From an optimization exercise on the open Yosys and OpenROAD flow, aimed at small area, a short achievable clock period and few clock cycles; shortcuts taken in it are not production practice. Where RTL was checked, it was by simulation tests only, not by an equivalence proof against the original. No activity file was given, so power comes from the tool's default toggle rates.

Design s88_scanner, start of the top module:
module s88_scanner (
    input  wire        clk,
    input  wire        rst,           
    input  wire        cmd_valid,
    input  wire        cmd_enable,
    input  wire [7:0]  cmd_mc,
    output wire        cmd_ready,
    output reg         req_valid,
    output reg         req_start,
    output reg  [5:0]  req_want,
    input  wire        bat_valid,
    input  wire [31:0] bat_value,
    input  wire [5:0]  bat_n,
    output reg         ev_valid,
    output reg  [7:0]  ev_addr,
    output wire [1:0]  ev_state,
    input  wire        ev_ready
);
Size: about 260 flip-flops, ~72 I/O pins.
Settings: LEC_CHECK=0, CAP_MARGIN=20, CORE_MARGIN=2, CORE_UTILIZATION=40, SLEW_MARGIN=20; clock period 10.0 ns.
standard.sh (not shown) runs the stock make flow with config.mk's settings and CLKGATE_MAP_FILE= SYNTH_SCRIPT=/design/flow/synth_recipe.tcl, a recipe that flattens the netlist after the stock synthesis.
==> flow/flow/run.sh <==
#!/bin/bash
bash standard.sh SETUP_SLACK_MARGIN=6.75 "BUFFER_PORTS_ARGS=-buffer_cell sky130_fd_sc_hd__buf_1" CTS_CLUSTER_SIZE=20 CTS_CLUSTER_DIAMETER=150 finish > standard.log 2>&1
Change:
==> flow/flow/run.sh (replaced) <==
#!/bin/bash
bash standard.sh SETUP_SLACK_MARGIN=7 "BUFFER_PORTS_ARGS=-buffer_cell sky130_fd_sc_hd__buf_1" CTS_CLUSTER_SIZE=20 CTS_CLUSTER_DIAMETER=150 finish > standard.log 2>&1
=> The new run finished clean; setup slack loses 0.021 ns; via count is higher by 3.7%; final area is higher by about 6%; routed wire length is higher by 8.0%; non-clock buffer count is higher by 48.
No run of this note included a check of the RTL's function; only the layout flow was run.


s88_scanner, a different RTL version from the one above (not shown whole).
Size in the first run: ~220 flip-flops, roughly 72 I/O pins, about 12000 um^2 of cells after synthesis.
clock: 10.0 ns
lec_check: 0
cap_margin: 20
core_margin: 2
core_utilization: 40
slew_margin: 20
==> flow/flow/run.sh <==
#!/bin/bash
bash standard.sh SETUP_SLACK_MARGIN=6.5 "BUFFER_PORTS_ARGS=-buffer_cell sky130_fd_sc_hd__buf_2" CTS_CLUSTER_SIZE=30 CTS_CLUSTER_DIAMETER=150 finish > standard.log 2>&1
Testbench counts at the start, summed over its fixed seeds: cycles 11,461.
Edit:
==> flow/flow/run.sh (replaced) <==
#!/bin/bash
bash standard.sh SETUP_SLACK_MARGIN=6.5 "BUFFER_PORTS_ARGS=-buffer_cell sky130_fd_sc_hd__buf_1" CTS_CLUSTER_SIZE=20 CTS_CLUSTER_DIAMETER=150 CORE_UTILIZATION=50 finish > standard.log 2>&1
What happened: The new run finished clean; setup slack improved by 0.063 ns; routed wire length increases by 1.6%; register-to-register slack improved by 0.02 ns; combinational power barely changes; first-iteration DRC count increases by about 18%; sequential power is about the same.
Edit:
==> flow/flow/run.sh (replaced) <==
#!/bin/bash
bash standard.sh SETUP_SLACK_MARGIN=6.5 "BUFFER_PORTS_ARGS=-buffer_cell sky130_fd_sc_hd__buf_2" CTS_CLUSTER_SIZE=16 CTS_CLUSTER_DIAMETER=100 finish > standard.log 2>&1
Non-clock buffer count goes down by 5.
Fmax goes up by 0.40%.
Wire length goes down by 0.58%.
Combinational power barely changes.
Clock power goes up by 8.4%.
Register-to-register slack gets worse by 0.03 ns.
Design area goes up by 1.6%.
Global-route usage goes down by 5.2 points.
Flip-flop and latch count is unchanged.
Setup slack gets better by 0.014 ns.
Edit:
==> flow/flow/run.sh (replaced) <==
#!/bin/bash
bash standard.sh SETUP_SLACK_MARGIN=6.5 "BUFFER_PORTS_ARGS=-buffer_cell sky130_fd_sc_hd__buf_1" CTS_CLUSTER_SIZE=20 CTS_CLUSTER_DIAMETER=150 finish > standard.log 2>&1
Effect: Final cell count does not change; clock power fell by 7.7%; utilization fell by 0.26 points; hold slack gets better by 0.023 ns; worst setup slack gets worse by 0.044 ns; die area does not change.


s88_scanner, a different RTL version from the one above (not shown whole).
For scale: roughly 1200 cells after synthesis, about 220 flip-flops, about 72 I/O pins, ~12000 µm² of cells after synthesis.
==> flow/config.mk <==
export PLATFORM = sky130hd
export DESIGN_NAME = s88_scanner
export DESIGN_NICKNAME = s88_scanner
export VERILOG_FILES = /design/flow/design.v
export SDC_FILE = /design/flow/constraint.sdc
export NUM_CORES = 4
export LEC_CHECK = 0
export CAP_MARGIN = 20
export CORE_MARGIN = 2
export CORE_UTILIZATION = 40
export SLEW_MARGIN = 20
==> flow/constraint.sdc <==
create_clock -name core_clock -period 10.0 [get_ports {clk}]
set_input_delay 2.0000 -clock core_clock [delete_from_list [all_inputs] [get_ports {clk}]]
set_output_delay 2.0000 -clock core_clock [all_outputs]
set_load 0.01 [all_outputs]
==> flow/flow/run.sh <==
#!/bin/bash
bash standard.sh SETUP_SLACK_MARGIN=6.5 "BUFFER_PORTS_ARGS=-buffer_cell sky130_fd_sc_hd__buf_2" CTS_BUF_LIST=sky130_fd_sc_hd__clkbuf_8 CTS_CLUSTER_SIZE=30 finish > standard.log 2>&1
Next try:
==> flow/flow/run.sh (replaced) <==
#!/bin/bash
bash standard.sh SETUP_SLACK_MARGIN=6.5 "BUFFER_PORTS_ARGS=-buffer_cell sky130_fd_sc_hd__buf_2"  finish > standard.log 2>&1
Effect: Worst hold slack hardly moves. Die area is unchanged. Fmax increases by about 2.3%. Cell area increases by about 1%. Power increases by about 1.3%. Combinational power hardly moves. Routed wire length is about the same. Sequential share of layout area decreases by 0.45 points.
Next try:
==> flow/flow/run.sh (replaced) <==
#!/bin/bash
bash standard.sh SETUP_SLACK_MARGIN=6.5 "BUFFER_PORTS_ARGS=-buffer_cell sky130_fd_sc_hd__buf_2" ABC_AREA=1 finish > standard.log 2>&1
- The new run completed with no timing, DRC or antenna violations
- via count is higher by a few percent
- count of clock-buffer cells in the layout grows by 1
- first-iteration DRC count shrinks by a few percent
- worst setup slack is better by 0.22 ns
- worst hold slack barely changes
- sequential share of layout area shrinks by 1.1 points
- register-to-register slack degrades by 0.05 ns
- synthesized area grows slightly
Next try:
==> flow/flow/run.sh (replaced) <==
#!/bin/bash
bash standard.sh SETUP_SLACK_MARGIN=6.5 "BUFFER_PORTS_ARGS=-buffer_cell sky130_fd_sc_hd__buf_2" CTS_BUF_LIST=sky130_fd_sc_hd__clkbuf_8 CTS_CLUSTER_SIZE=30 CORE_UTILIZATION=60 finish > standard.log 2>&1
Result: Clock power decreases by about 2%; sequential power rose by about 5%; clock-buffer cell count climbs by 15; core utilization rose by 21 points; sequential share of layout area rises by 2.1 points; register-to-register slack gets worse by 0.02 ns; clock skew goes up by 0.0031 ns; area after synthesis goes down by 0.48%; cell area decreases by 4.8%; worst setup slack got worse by 0.31 ns.
No run of this note included a check of the RTL's function; only the layout flow was run.


run A:
The RTL this note starts from:
==> flow/design.v <==
module s88_scanner (
    input  wire        clk,
    input  wire        rst,           
    input  wire        cmd_valid,
    input  wire        cmd_enable,
    input  wire [7:0]  cmd_mc,
    output wire        cmd_ready,
    output reg         req_valid,
    output reg         req_start,
    output reg  [5:0]  req_want,
    input  wire        bat_valid,
    input  wire [31:0] bat_value,
    input  wire [5:0]  bat_n,
    output reg         ev_valid,
    output reg  [7:0]  ev_addr,
    output wire [1:0]  ev_state,
    input  wire        ev_ready
);
    reg [31:0] w0, w1, w2, w3;
    reg [1:0]  ph;
    reg [2:0]  hw_w;                
    reg [4:0]  hw_b;
    reg        enabled;
    reg [3:0]  mcm;                 
    reg [1:0]  pq;                  
    reg        vld;                 
    reg        fast;
    reg        f1;                  
    reg [31:0] v;
    reg [5:0]  nv;                  
    reg [4:0]  sh;                  
    reg [4:0]  k;                   
    reg        kfin;                
    reg        ev_st;               
    reg        e1_v;                
    reg [7:0]  e1_addr;
    reg        e1_st;
    integer j;
    assign ev_state  = {ev_st, ~ev_st};
    assign cmd_ready = !vld;
    wire [1:0] lastw = mcm[3:2];
    wire       want_full = (pq != lastw) || (mcm[1:0] == 2'd3);
    wire [5:0] want = req_want;
    wire can = !e1_v;               
    wire [31:0] m = v ^ w0;
    reg  [31:0] pre;                
    always @* begin
        pre[0] = 1'b0;
        for (j = 1; j < 32; j = j + 1)
            pre[j] = pre[j-1] | m[j-1];
    end
    reg  [31:0] pre2;               
    always @* begin
        pre2[0] = 1'b0;
        for (j = 1; j < 32; j = j + 1)
            pre2[j] = pre2[j-1] | (pre[j-1] & m[j-1]);
    end
    wire [31:0] lo    = m & ~pre;
    wire        many  = |(m & pre2);
    wire        any   = |m;
    wire        multi = |(m & pre);
    reg  [5:0]  idx1;               
    always @* begin
        idx1 = 6'd0;
        for (j = 0; j < 32; j = j + 1)
            if (lo[j]) idx1 = idx1 | (j + 1);
    end
    wire        f_act  = vld && fast;
    wire        f_emit = f_act && any && can;
    wire        f_done = f_act && f1 && can;
    wire        s_act  = vld && !fast && (sh == 5'd0) && !kfin;
    wire        s_in   = ({1'b0, k} < nv) && ((ph != lastw) || (k[4:3] <= mcm[1:0]));
    wire        s_unk  = (hw_w == {1'b0, ph}) && (k == hw_b);
    wire        s_chg  = s_in && (s_unk || (v[0] ^ w0[0]));
    wire        s_step = s_act && (!s_chg || can);
    wire        s_emit = s_act && s_chg && can;
    wire        s_nb   = s_in ? v[0] : w0[0];
    wire        s_done = vld && !fast && kfin;
    wire done = f_done || s_done;
    wire emit = f_emit || s_emit;
    wire [5:0] eoff  = fast ? idx1 : ({1'b0, k} + 6'd1);
    wire [7:0] eaddr = {{1'b0, ph} + {2'b00, eoff[5]}, eoff[4:0]};
    wire       est   = fast ? |(lo & v) : v[0];
    wire acc = req_valid && bat_valid;
    wire rot = done || (!vld && (ph != pq));
    wire       part_w = !bat_n[5];                  
    wire       ce_w   = part_w || (pq == lastw);
    wire       fast_w = !part_w && want_full && (hw_w > {1'b0, pq});
    wire [31:0] dn = bat_value ^ w1;
    reg  [31:0] t_any [0:5];
    reg  [31:0] t_mul [0:5];
    integer l;
    always @* begin
        for (j = 0; j < 32; j = j + 1) begin
            t_any[0][j] = dn[j];
            t_mul[0][j] = 1'b0;
        end
        for (l = 1; l < 6; l = l + 1)
            for (j = 0; j < 32; j = j + 1)
                if (j < (32 >> l)) begin
                    t_any[l][j] = t_any[l-1][2*j] | t_any[l-1][2*j+1];
                    t_mul[l][j] = t_mul[l-1][2*j] | t_mul[l-1][2*j+1]
                                | (t_any[l-1][2*j] & t_any[l-1][2*j+1]);
                end else begin
                    t_any[l][j] = 1'b0;
                    t_mul[l][j] = 1'b0;
                end
    end
    wire dn_le1 = !t_mul[5][0];
    wire       vld_n  = acc || (vld && !done);
    wire       fast_n = acc ? fast_w : fast;
    wire       f1_n   = acc ? (vld && fast_w && dn_le1) : (f1 || (f_act && (can ? !many : !multi)));
    wire       slot0  = !ev_valid || ev_ready;
    wire       evv_n  = slot0 ? (e1_v || emit) : 1'b1;
    wire       e1v_n  = slot0 ? 1'b0 : (e1_v || emit);
    wire       cmd_t  = cmd_valid && !vld;
    wire       en_cmd = cmd_t && cmd_enable && !enabled && cmd_mc >= 8'd1 && cmd_mc <= 8'd16;
    wire       en_n   = en_cmd || (enabled && !(cmd_t && !cmd_enable));
    wire [1:0] ph_n   = en_cmd ? 2'd0 : (rot ? ph + 2'd1 : ph);
    wire [1:0] pq_n   = en_cmd ? 2'd0 : (acc ? (ce_w ? 2'd0 : pq + 2'd1) : pq);
    wire [3:0] mcm_n  = en_cmd ? cmd_mc[3:0] - 4'd1 : mcm;
    wire       rv_n   = en_n && (vld_n ? (fast_n && f1_n && !e1v_n && (ph_n + 2'd1 == pq_n))
                                       : (ph_n == pq_n));
    wire [31:0] hn = w0 ^ (lo & {32{f_emit}});
    always @(posedge clk) begin
        if (rot) begin
            w0 <= w1; w1 <= w2; w2 <= w3; w3 <= hn;
        end else if (s_step) begin
            w0 <= {s_nb, w0[31:1]};
        end else begin
            w0 <= hn;
        end
    end
    always @(posedge clk) begin
        fast <= fast_n;
        f1   <= f1_n;
        ph   <= ph_n;
        pq   <= pq_n;
        if (acc) begin
            v    <= bat_value;
            nv   <= bat_n[5] ? 6'd32 : bat_n;
            sh   <= (part_w && bat_n[4:0] != 5'd0) ? (5'd0 - bat_n[4:0]) : 5'd0;
            k    <= 5'd0;
            kfin <= 1'b0;
        end else if (vld && !fast && sh != 5'd0) begin
            v  <= {v[0], v[31:1]};
            sh <= sh - 5'd1;
        end else if (s_step) begin
            v  <= {v[0], v[31:1]};
            k  <= k + 5'd1;
            if (k == 5'd31)
                kfin <= 1'b1;
        end
        if (slot0) begin
            if (e1_v) begin
                ev_addr <= e1_addr;
                ev_st   <= e1_st;
            end else if (emit) begin
                ev_addr <= eaddr;
                ev_st   <= est;
            end
        end
        if (emit && !slot0) begin
            e1_addr <= eaddr;
            e1_st   <= est;
        end
        if (s_step && s_in && s_unk)
            {hw_w, hw_b} <= {hw_w, hw_b} + 8'd1;
        mcm       <= mcm_n;
        req_start <= (pq_n == 2'd0);
        req_want  <= (pq_n != mcm_n[3:2]) ? 6'd32 : {3'd1 + {1'b0, mcm_n[1:0]}, 3'b000};
        if (en_cmd) begin
            hw_w <= 3'd0;
            hw_b <= 5'd0;
        end
    end
    always @(posedge clk) begin
        if (rst) begin
            enabled   <= 1'b0;
            vld       <= 1'b0;
            ev_valid  <= 1'b0;
            e1_v      <= 1'b0;
            req_valid <= 1'b0;
        end else begin
            enabled   <= en_n;
            vld       <= vld_n;
            ev_valid  <= evv_n;
            e1_v      <= e1v_n;
            req_valid <= rv_n;
        end
    end
endmodule
==> flow/config.mk <==
export PLATFORM = sky130hd
export DESIGN_NAME = s88_scanner
export DESIGN_NICKNAME = s88_scanner
export VERILOG_FILES = /design/flow/design.v
export SDC_FILE = /design/flow/constraint.sdc
export NUM_CORES = 4
export LEC_CHECK = 0
export CAP_MARGIN = 20
export CORE_MARGIN = 2
export CORE_UTILIZATION = 40
export SLEW_MARGIN = 20
==> flow/constraint.sdc <==
create_clock -name core_clock -period 10.0 [get_ports {clk}]
set_input_delay 2.0000 -clock core_clock [delete_from_list [all_inputs] [get_ports {clk}]]
set_output_delay 2.0000 -clock core_clock [all_outputs]
set_load 0.01 [all_outputs]
==> flow/flow/run.sh <==
#!/bin/bash
bash standard.sh SETUP_SLACK_MARGIN=6.25 "BUFFER_PORTS_ARGS=-buffer_cell sky130_fd_sc_hd__buf_1" CTS_CLUSTER_SIZE=20 CTS_CLUSTER_DIAMETER=150 finish > standard.log 2>&1
Run A finished all stages; the layout is clean.
> inputs changed (run A -> run B)
==> flow/flow/run.sh <==
#!/bin/bash
bash standard.sh SETUP_SLACK_MARGIN=6.5 "BUFFER_PORTS_ARGS=-buffer_cell sky130_fd_sc_hd__buf_2"  finish > standard.log 2>&1
Notes after the runs:
Non-clock buffer area fraction after layout (run B over run A): increase, 1.1 points. For the total non-filler cell area in the finished layout, run B came in 6.1% higher than run A did. Cmp run A and run B / final wirelength / lower: run A. When run B is set beside run A, its via count of the first global-routing pass turns out to be 0.89% larger. Between run A and run B, maximum VDD drop is higher for run B, run A comes in under that. A largest cell class by area of registers is what run A shows, while multi-input combinational cells belongs to run B. Cell count in run B is 32 above run A. Against run A as the reference, run B delivers a higher total power.
Changes in run C relative to run B:
==> flow/flow/run.sh <==
#!/bin/bash
bash standard.sh SETUP_SLACK_MARGIN=6.5 "BUFFER_PORTS_ARGS=-buffer_cell sky130_fd_sc_hd__buf_1" CTS_CLUSTER_SIZE=20 CTS_CLUSTER_DIAMETER=150 finish > standard.log 2>&1
- The critical-path cell with the highest stage delay comes out sky130_fd_sc_hd__maj3_2 in one run and sky130_fd_sc_hd__or3_4 in the other, namely in run C and run B respectively.
- Changes observed in run C relative to run B: number of CTS-inserted buffers went down 10, count of routing violations after the opening detailed-route iteration dropped 81, filler-free cell count of the finished design saw a decrease, flip-flop and latch share of the layout cell area went up 2.0 points, total net switching power -87 µW.
- Per the comparison of run C with run B, post-synthesis to final-layout area growth went down by 5.4 points, leakage power total went down by 8.1%, cell area now smaller, minimum period implied by the final worst setup slack went up by 0.020 ns.
No functional check of the RTL was part of any run of this note.

==> port drivers added, routing unchanged <==
In the flow no input, the clock included, has a driving cell. The finished layouts below were timed again as built, in two steps.
Step 1 assumes that a clkbuf_16 drives the clock port and a buf_2 every other input.
Step 2 moves the port delays by t, midway between the first and last clock arrival at a register: inputs arrive t later, outputs are due t later. That takes back most of the time a late clock gives input paths.
a / b / c = ideal / step 1 / step 2; a / b = the first two.
| run | t, ns | setup WS [ns] | latest minus earliest clock arrival (ns) | worst slew at a driven data input, ns |
|---|---|---|---|---|
| the first run of note 1 | 0.555 | 6.745 / 6.726 / 6.171 | 0.026 / 0.026 | 0.07 |
| the second run of note 1 | 0.552 | 6.724 / 6.708 / 6.156 | 0.034 / 0.034 | 0.07 |
| the first run of note 2 | 0.526 | 6.517 / 6.545 / 6.019 | 0.032 / 0.032 | 0.03 |
| the second run of note 2 | 0.526 | 6.580 / 6.532 / 6.110 | 0.023 / 0.023 | 0.04 |
| the third run of note 2 | 0.544 | 6.593 / 6.593 / 6.093 | 0.024 / 0.024 | 0.03 |
| the fourth run of note 2 | 0.524 | 6.549 / 6.500 / 6.081 | 0.018 / 0.019 | 0.04 |
| the first run of note 3 | 0.582 | 6.326 / 6.351 / 5.769 | 0.024 / 0.024 | 0.04 |
| the second run of note 3 | 0.569 | 6.407 / 6.428 / 5.859 | 0.013 / 0.013 | 0.04 |
| the third run of note 3 | 0.568 | 6.627 / 6.627 / 6.100 | 0.016 / 0.016 | 0.03 |
| the fourth run of note 3 | 0.569 | 6.314 / 6.334 / 5.765 | 0.019 / 0.018 | 0.04 |
| run A | 0.526 | 6.330 / 6.336 / 5.818 | 0.018 / 0.018 | 0.04 |
| run B | 0.564 | 6.406 / 6.423 / 5.859 | 0.015 / 0.015 | 0.04 |
| run C | 0.537 | 6.387 / 6.401 / 5.864 | 0.026 / 0.026 | 0.05 |
After both steps setup and hold are still met in every run listed. The setup slack of the first run of note 1, which loses most, moves by -0.019 ns with the drivers and by -0.574 ns with both steps.
